This design comes from an exercise in tuning for small area, a short achievable clock period and few clock cycles per item on the open sky130 flow, not from production work.
In this exercise RTL edits were held to simulation tests only and were not proved equivalent to the original.

== v22 ==
==> flow/design.v <==
module oncore_xtea (
    input  wire        clk,
    input  wire        rst_n,         
    input  wire [2:0]  kop,           
    input  wire [2:0]  kaddr,         
    input  wire [31:0] kdata,
    input  wire [2:0]  kraddr,        
    output wire [31:0] krdata,
    output wire        old_valid,
    input  wire        start,
    input  wire        decrypt,       
    input  wire [1:0]  method,
    input  wire        ksel,          
    input  wire [7:0]  cpr,           
    input  wire        allow_noenc,
    input  wire [63:0] din,           
    output wire        ready,
    output reg         done,
    output reg         err,
    output wire [63:0] dout
);
    localparam [2:0] KOP_NONE   = 3'd0;
    localparam [2:0] KOP_WRITE  = 3'd1;
    localparam [2:0] KOP_ROTATE = 3'd2;
    localparam [2:0] KOP_COMMIT = 3'd3;
    localparam [2:0] KOP_OVALID = 3'd4;
    localparam [31:0] DELTA  = 32'h9E3779B9;
    localparam [31:0] NDELTA = 32'h61C88647;     
    reg [31:0] cur_key [0:3];
    reg [31:0] old_key [0:3];
    reg        old_valid_r;
    wire [31:0] kd    = kdata & {32{rst_n}};
    wire        kacc  = ready & !start;
    wire        k_wr  = kacc & (kop == KOP_WRITE);
    wire        k_rot = kacc & (kop == KOP_ROTATE);
    integer j;
    always @(posedge clk) begin
        for (j = 0; j < 4; j = j + 1) begin
            if (!rst_n || (k_wr && kaddr == {1'b0, j[1:0]}) || (k_rot && j == 3))
                cur_key[j] <= kd;
            if (!rst_n || (k_wr && kaddr == {1'b1, j[1:0]}) || k_rot)
                old_key[j] <= (k_rot && rst_n) ? cur_key[j] : kd;
        end
    end
    always @(posedge clk) begin
        if (!rst_n)
            old_valid_r <= 1'b0;
        else if (kacc) begin
            case (kop)
                KOP_ROTATE: old_valid_r <= 1'b1;
                KOP_COMMIT: old_valid_r <= 1'b0;
                KOP_OVALID: old_valid_r <= kdata[0];
                default: ;
            endcase
        end
    end
    assign krdata    = kraddr[2] ? old_key[kraddr[1:0]] : cur_key[kraddr[1:0]];
    assign old_valid = old_valid_r;
    reg        run;           
    reg        pre;           
    reg        skl;           
    reg        dec_r;
    reg        ksel_r;
    reg [9:0]  cnt;           
    reg [31:0] ra, rb;        
    reg [31:0] s;             
    reg [31:0] sk1;           
    wire busy   = run | pre | skl;
    assign ready = !busy;
    wire accept = start & !busy;
    wire [8:0] cpr_n     = (cpr == 8'd0) ? 9'd256 : {1'b0, cpr};
    wire [9:0] n_cycles  = (method[0] ? {1'b0, cpr_n} : 10'd0) + (method[1] ? {cpr_n, 1'b0} : 10'd0);
    wire       bad_param = (method == 2'd0) ? !allow_noenc : (ksel && !old_valid_r);
    wire       good      = !bad_param && (method != 2'd0);
    wire last = run & (cnt == 10'd1);
    reg  [31:0] c32;          
    wire [4:0]  digit = pre ? cnt[4:0] : n_cycles[9:5];
    always @* begin
        case (digit)
            5'd0: c32 = 32'h00000000;
            5'd1: c32 = 32'h9E3779B9;
            5'd2: c32 = 32'h3C6EF372;
            5'd3: c32 = 32'hDAA66D2B;
            5'd4: c32 = 32'h78DDE6E4;
            5'd5: c32 = 32'h1715609D;
            5'd6: c32 = 32'hB54CDA56;
            5'd7: c32 = 32'h5384540F;
            5'd8: c32 = 32'hF1BBCDC8;
            5'd9: c32 = 32'h8FF34781;
            5'd10: c32 = 32'h2E2AC13A;
            5'd11: c32 = 32'hCC623AF3;
            5'd12: c32 = 32'h6A99B4AC;
            5'd13: c32 = 32'h08D12E65;
            5'd14: c32 = 32'hA708A81E;
            5'd15: c32 = 32'h454021D7;
            5'd16: c32 = 32'hE3779B90;
            5'd17: c32 = 32'h81AF1549;
            5'd18: c32 = 32'h1FE68F02;
            5'd19: c32 = 32'hBE1E08BB;
            5'd20: c32 = 32'h5C558274;
            5'd21: c32 = 32'hFA8CFC2D;
            5'd22: c32 = 32'h98C475E6;
            5'd23: c32 = 32'h36FBEF9F;
            5'd24: c32 = 32'hD5336958;
            5'd25: c32 = 32'h736AE311;
            5'd26: c32 = 32'h11A25CCA;
            5'd27: c32 = 32'hAFD9D683;
            5'd28: c32 = 32'h4E11503C;
            5'd29: c32 = 32'hEC48C9F5;
            5'd30: c32 = 32'h8A8043AE;
            5'd31: c32 = 32'h28B7BD67;
            default: c32 = 32'h0;
        endcase
    end
    wire [31:0] s_nx = (pre ? {s[26:0], 5'd0} : s) + (pre ? c32 : (dec_r ? NDELTA : DELTA));
    function [31:0] kpick;
        input [2:0] sel;
        begin
            case (sel)
                3'd0: kpick = cur_key[0];
                3'd1: kpick = cur_key[1];
                3'd2: kpick = cur_key[2];
                3'd3: kpick = cur_key[3];
                3'd4: kpick = old_key[0];
                3'd5: kpick = old_key[1];
                3'd6: kpick = old_key[2];
                default: kpick = old_key[3];
            endcase
        end
    endfunction
    wire [1:0]  idx1   = dec_r ? s[12:11] : s[1:0];
    wire [1:0]  idx2   = dec_r ? s[1:0]   : s[12:11];
    wire [2:0]  sel1   = accept ? {ksel, 2'b00} : {ksel_r, idx1};
    wire [31:0] s1     = accept ? 32'd0 : s;
    wire        inv1   = !accept & dec_r;
    wire [31:0] sk1_nx = (s1 + kpick(sel1)) ^ {32{inv1}};
    wire [31:0] sk2    = (s + kpick({ksel_r, idx2})) ^ {32{dec_r}};
    function [31:0] mix;
        input [31:0] v;
        begin
            mix = ((v << 4) ^ (v >> 5)) + v;
        end
    endfunction
    wire [32:0] nb_w = {rb, dec_r} + {mix(ra) ^ sk1, dec_r};
    wire [31:0] nb   = nb_w[32:1];
    wire [32:0] na_w = {ra, dec_r} + {mix(nb) ^ sk2, dec_r};
    wire [31:0] na   = na_w[32:1];
    assign dout = dec_r ? {ra, rb} : {rb, ra};
    always @(posedge clk) begin
        sk1 <= sk1_nx;
        s   <= accept ? (decrypt ? c32 : DELTA) : s_nx;
        if (accept) begin
            dec_r  <= decrypt;
            ksel_r <= ksel;
            cnt    <= n_cycles;
            ra     <= decrypt ? din[63:32] : din[31:0];
            rb     <= decrypt ? din[31:0]  : din[63:32];
        end else if (run) begin
            ra  <= na;
            rb  <= nb;
            cnt <= cnt - 10'd1;
        end
    end
    always @(posedge clk) begin
        if (!rst_n) begin
            run  <= 1'b0;
            pre  <= 1'b0;
            skl  <= 1'b0;
            done <= 1'b0;
            err  <= 1'b0;
        end else begin
            done <= last;
            pre  <= accept & good & decrypt;
            skl  <= pre;
            if (accept) begin
                err  <= bad_param;
                done <= !good;
                run  <= good & !decrypt;
            end else begin
                run  <= skl | (run & !last);
            end
        end
    end
endmodule
clock: 12.0 ns
lec_check: 0
abc_area: 1
cap_margin: 20
core_margin: 2
core_utilization: 40
setup_slack_margin: 4
slew_margin: 20
standard.sh (not shown) runs the stock make flow with config.mk's settings and CLKGATE_MAP_FILE= SYNTH_SCRIPT=/design/flow/synth_recipe.tcl, a recipe that flattens the netlist after the stock synthesis.
==> flow/flow/run.sh <==
#!/bin/bash
# The standard layout, with the input and output ports buffered by the
# small sky130_fd_sc_hd__buf_2 instead of the flow's default delay buffer.
set -euo pipefail
bash standard.sh "BUFFER_PORTS_ARGS=-buffer_cell sky130_fd_sc_hd__buf_2" finish > standard_flow.log 2>&1
Testbench counts of v22, summed over its fixed seeds: cycles 126,306, items 2,400.
## Diff of input files: v9 against v22
- SETUP_SLACK_MARGIN changed from 4 to 5
- ABC_AREA removed (was 1)
==> flow/run.sh (new file) <==
#!/bin/bash
# synth_recipe.tcl (not shown) runs the flow's synth.tcl, then flattens the netlist and writes it again
# the make line also repeats each setting of config.mk as NAME=value (left out here)
make -C /OpenROAD-flow-scripts/flow DESIGN_CONFIG=/design/flow/config.mk WORK_HOME=/design/flow/orfs CLKGATE_MAP_FILE= SYNTH_SCRIPT=/design/flow/synth_recipe.tcl finish
removed: flow/flow/run.sh
removed: flow/standard.sh
Notes after the runs:
v9 went all the way through the flow, and no timing, DRC or antenna check failed. Higher synthesized cell count goes to v22 over v9. v9 vs v22, critical path depth went down by 7.3%. Comparing v9 and v22, the lower number of buffers inserted to repair setup after CTS is on v22. Worst setup slack, v9 and v22: higher on v22. v22 has lower final cell utilization of the core than v9. Taking v22 as 1.0, v9 lands at 0.870 on number of inserted filler cells in the final layout. Diff v22 -> v9 | total CTS buffers | down slightly. Fraction of area in multi-input gates: v9 vs v22 up 2.7 points.
[inputs] v45 vs v9
- ABC_AREA newly set to 1
- SETUP_SLACK_MARGIN changed from 5 to 3
==> flow/flow/run.sh (new file) <==
#!/bin/bash
# The standard layout, with the input and output ports buffered by the
# small sky130_fd_sc_hd__buf_2 instead of the flow's default delay buffer.
set -euo pipefail
bash standard.sh "BUFFER_PORTS_ARGS=-buffer_cell sky130_fd_sc_hd__buf_2" finish > standard_flow.log 2>&1
==> flow/standard.sh (new file) <==
#!/bin/bash
# synth_recipe.tcl (not shown) runs the flow's synth.tcl, then flattens the netlist and writes it again
# the make line also repeats each setting of config.mk as NAME=value (left out here)
make -C /OpenROAD-flow-scripts/flow DESIGN_CONFIG=/design/flow/config.mk WORK_HOME=/design/flow/orfs CLKGATE_MAP_FILE= SYNTH_SCRIPT=/design/flow/synth_recipe.tcl "${@:-finish}"
removed: flow/run.sh
Findings:
Summary of v45 over v9: setup slack of the critical path after layout went up; final-layout clock buffer total went down. Density: v45 sparser than v9. The area after synthesis in v45 was higher than what v9 gave. As of v45, die area had risen slightly compared to v9. NOTE area of the multi-input gates v9->v45 decreased by more than 10%. Area used by sequential logic in the layout essentially unchanged between v9 and v45.


Setup of build 93:
// oncore_xtea: RTL as listed in full above, without the edits since
export LEC_CHECK = 0
export CAP_MARGIN = 20
export CORE_MARGIN = 2
export CORE_UTILIZATION = 40
export SETUP_SLACK_MARGIN = 3
export SLEW_MARGIN = 20
create_clock -name core_clock -period 12.0 [get_ports {clk}]
==> flow/flow/run.sh <==
#!/bin/bash
# The standard layout, with the input and output ports buffered by the
# small sky130_fd_sc_hd__buf_2 instead of the flow's default delay buffer.
set -euo pipefail
bash standard.sh "BUFFER_PORTS_ARGS=-buffer_cell sky130_fd_sc_hd__buf_2" finish > standard_flow.log 2>&1
Testbench counts of build 93, summed over its fixed seeds: cycles 126,306, items 2,400.
[inputs] build 73 vs build 93
Settings: ABC_AREA newly set to 1.
==> flow/run.sh (new file) <==
#!/bin/bash
# synth_recipe.tcl (not shown) runs the flow's synth.tcl, then flattens the netlist and writes it again
# the make line also repeats each setting of config.mk as NAME=value (left out here)
make -C /OpenROAD-flow-scripts/flow DESIGN_CONFIG=/design/flow/config.mk WORK_HOME=/design/flow/orfs CLKGATE_MAP_FILE= SYNTH_SCRIPT=/design/flow/synth_recipe.tcl finish
removed: flow/flow/run.sh
removed: flow/standard.sh
--- outcome ---
Routed wire in build 73 totals more than in build 93. | global-route usage | build 73 vs build 93 | 2.3 points higher |. Of the two values seen for worst setup path startpoint, ksel_r was produced by build 93 and kraddr[0] by build 73. Compared with build 93, in build 73 cell depth of the worst hold path -1, final cell count +about 20%.
## Diff of input files: build 13 against build 73
Settings: changing SETUP_SLACK_MARGIN from 3 to 4.5.
==> flow/flow/run.sh (new file) <==
#!/bin/bash
# The standard layout, with the input and output ports buffered by the
# small sky130_fd_sc_hd__buf_2 instead of the flow's default delay buffer.
set -euo pipefail
bash standard.sh "BUFFER_PORTS_ARGS=-buffer_cell sky130_fd_sc_hd__buf_2" finish > standard_flow.log 2>&1
==> flow/standard.sh (new file) <==
#!/bin/bash
# synth_recipe.tcl (not shown) runs the flow's synth.tcl, then flattens the netlist and writes it again
# the make line also repeats each setting of config.mk as NAME=value (left out here)
make -C /OpenROAD-flow-scripts/flow DESIGN_CONFIG=/design/flow/config.mk WORK_HOME=/design/flow/orfs CLKGATE_MAP_FILE= SYNTH_SCRIPT=/design/flow/synth_recipe.tcl "${@:-finish}"
removed: flow/run.sh
--- outcome ---
In the metrics for build 73 and build 13, the one carrying the lower fraction of the cycle the final worst path needs is build 13. Summary of build 13 over build 73: fmax +20%, total vias in the final route picked up an extra 697, sum of routed wire segments on met1 rose 3.2%, clock latency at the later pin of the worst-skew pair shows an increase of 20 ps. Share of final-layout standard cells stronger than drive strength 1: build 13 vs build 73 up 9.6 points. Run comparison: build 73 slowest library cell on the worst path sky130_fd_sc_hd__clkdlybuf4s50_1; build 13 slowest library cell on the worst path sky130_fd_sc_hd__buf_6.
Input changes introduced in build 71 (baseline for comparison: build 13):
Settings: SETUP_SLACK_MARGIN: 4.5 -> 5.
## What came out
- Build 71 completed every stage of the flow, and the final layout passed the timing, design-rule and antenna checks.
- The beginning of the critical path comes out kraddr[0] in one run and ra[6] in the other, namely in build 13 and build 71 respectively.
- Build 71 ended with more worst hold margin than build 13.
- Delta (build 71 minus build 13): total number of nets in the final design higher; fmax grew by 4.4 MHz; wire length of the first global-routing pass grew by 1.5%; routed wire length went up.
Input-level comparison between build 33 and build 71:
Settings: a change of SETUP_SLACK_MARGIN from 5 to 4.
==> flow/run.sh (new file) <==
#!/bin/bash
# synth_recipe.tcl (not shown) runs the flow's synth.tcl, then flattens the netlist and writes it again
# the make line also repeats each setting of config.mk as NAME=value (left out here)
make -C /OpenROAD-flow-scripts/flow DESIGN_CONFIG=/design/flow/config.mk WORK_HOME=/design/flow/orfs CLKGATE_MAP_FILE= SYNTH_SCRIPT=/design/flow/synth_recipe.tcl finish
removed: flow/flow/run.sh
removed: flow/standard.sh
Findings:
Maximum clock rate: build 33 and build 71 compared, lower one is build 33. Diff build 71 -> build 33: worst slew slack as a fraction of its limit -2.0 points; routed length on met2 went down 4.9%; total clock buffers created by CTS -about 4%. Looking at final period demand of the worst path, build 33 sits above build 71. Going from build 71 to build 33, global-route usage saw a decrease; total core area saw little to no change. | register fraction of the total cell area | build 33 vs build 71 | 1.7 points higher |. Class of the most critical setup path: input pin to output port -> build 33, flop to flop -> build 71. [compare] base=build 71 new=build 33: number of nets in the layout fell about 3%; depth of the worst register-to-register path increased by 1 relative to the old numbers. Of the two values seen for capturing instance or port of the critical path, ra[31] was produced by build 71 and krdata[9] by build 33.


Setup of job 8735:
// oncore_xtea: RTL as listed in full above, without the edits since
export LEC_CHECK = 0
export CAP_MARGIN = 20
export CORE_MARGIN = 2
export CORE_UTILIZATION = 60
export PLACE_DENSITY = 0.75
export SETUP_SLACK_MARGIN = 3
export SLEW_MARGIN = 20
create_clock -name core_clock -period 12.0 [get_ports {clk}]
==> flow/flow/run.sh <==
#!/bin/bash
# The standard layout, with the input and output ports buffered by the
# small sky130_fd_sc_hd__buf_2 instead of the flow's default delay buffer.
set -euo pipefail
bash standard.sh "BUFFER_PORTS_ARGS=-buffer_cell sky130_fd_sc_hd__buf_2" finish > standard_flow.log 2>&1
Job 8735: no failed stages, no open violations at the end
Testbench counts of job 8735, summed over its fixed seeds: cycles 126,306, items 2,400.
Edits applied to the flow inputs when going from job 8735 to job 4265:
- a deleted PLACE_DENSITY that had been 0.75
- a change of CORE_UTILIZATION from 60 to 40
==> flow/run.sh (new file) <==
#!/bin/bash
# synth_recipe.tcl (not shown) runs the flow's synth.tcl, then flattens the netlist and writes it again
# the make line also repeats each setting of config.mk as NAME=value (left out here)
make -C /OpenROAD-flow-scripts/flow DESIGN_CONFIG=/design/flow/config.mk WORK_HOME=/design/flow/orfs CLKGATE_MAP_FILE= SYNTH_SCRIPT=/design/flow/synth_recipe.tcl finish
removed: flow/flow/run.sh
removed: flow/standard.sh
Notes after the runs:
The final critical delay including setup and external delays of job 4265 was superior to that of job 8735. From job 8735 to job 4265, final setup TNS did not move at all. [compare] base=job 8735 new=job 4265: first-pass GRT wire length went up; final-layout clock buffer total went up; area growth from synthesis to final layout went up. Compared with job 8735, in job 4265 maximum achievable frequency +0.89 MHz, global-route usage -11 points, final wirelength +9600 um, hold buffer count at cts ~0 delta.
Changes in job 1027 relative to job 4265:
- an added CTS_BUF_LIST of sky130_fd_sc_hd__clkbuf_4 sky130_fd_sc_hd__clkbuf_8
On part of the cycle the worst path needs, job 4265 tracks job 1027 almost exactly.
Compare job 4265 and job 1027 | antenna diode count higher: job 1027
sky130_fd_sc_hd__edfxtp_1 as the highest-delay cell along the critical path was reported by job 4265, and sky130_fd_sc_hd__a21o_2 by job 1027.
Comparing job 4265 and job 1027, the higher fraction of met3 tracks used by global routing is on job 1027.
A first element of the critical path of ra[1]$_DFFE_PP_ is what job 4265 shows, while start belongs to job 1027.
Relative to job 4265, headroom to the max-slew limit decreased by 1.4 points in job 1027.
Here is what was changed in the inputs of job 2528 compared with job 1027.
- CTS_BUF_LIST: sky130_fd_sc_hd__clkbuf_4 sky130_fd_sc_hd__clkbuf_8 -> unset
- SETUP_SLACK_MARGIN: 3 -> 4
==> results.txt <==
- Between job 2528 and job 1027, setup skew after layout is higher for job 2528, job 1027 comes in under that.
- The run with more setup slack is job 1027; job 2528 has less.
- Job 2528: routed length on met2 higher than job 1027
- Summary — worst hold slack across all endpoints, job 2528 relative to job 1027: higher, by 9.0 ps.
- Per the comparison of job 2528 with job 1027, number of sinks handled by clock tree synthesis level; area of the multi-input gates went up about 2.8%.
- Sequential portion of the cell area ends up higher on job 1027.

-- re-timing with driven ports --
The flow's constraints put no driver on any port. The routed layouts listed below were extracted and timed again, unchanged, in two steps. Step 1: set_driving_cell puts a clkbuf_16 on clk and a buf_2 on each other input, an assumption about the parent block. Step 2 moves the port delays by t, midway between the first and last clock arrival at a register: inputs arrive t later, outputs are due t later. That takes back most of the time a late clock gives input paths. a / b / c = no drivers / after step 1 / after step 2; a / b = the first two.
run | shift t [ns] | setup WS [ns] | worst setup path after step 2 | latest minus earliest clock arrival (ns) | cell pins on the clock port's net
v22 | 0.703 | 4.353 / 4.353 / 3.989 | input to register | 0.051 / 0.051 | 1
v9 | 0.690 | 3.407 / 3.407 / 3.407 | register to register | 0.035 / 0.035 | 1
v45 | 0.702 | 3.573 / 3.573 / 3.573 | register to register | 0.049 / 0.049 | 1
build 93 | 0.695 | 2.990 / 2.990 / 2.793 | input to register | 0.024 / 0.024 | 1
build 73 | 0.694 | 3.208 / 3.170 / 3.170 | input to output | 0.041 / 0.041 | 1
build 13 | 0.699 | 4.654 / 4.631 / 4.261 | input to register | 0.057 / 0.057 | 1
build 71 | 0.705 | 4.883 / 4.883 / 4.581 | input to register | 0.057 / 0.056 | 1
build 33 | 0.696 | 4.065 / 4.030 / 4.001 | input to register | 0.042 / 0.041 | 1
job 8735 | 0.673 | 3.176 / 3.176 / 2.569 | input to register | 0.020 / 0.020 | 1
job 4265 | 0.699 | 3.245 / 3.245 / 2.853 | input to register | 0.039 / 0.039 | 1
job 1027 | 0.776 | 3.235 / 3.260 / 2.506 | input to register | 0.039 / 0.039 | 1
job 2528 | 0.688 | 3.228 / 3.228 / 3.228 | register to register | 0.044 / 0.044 | 1
After both steps every run listed still meets setup and hold. The setup slack of job 1027, which loses most, moves by +0.025 ns with the drivers and by -0.729 ns with both steps.
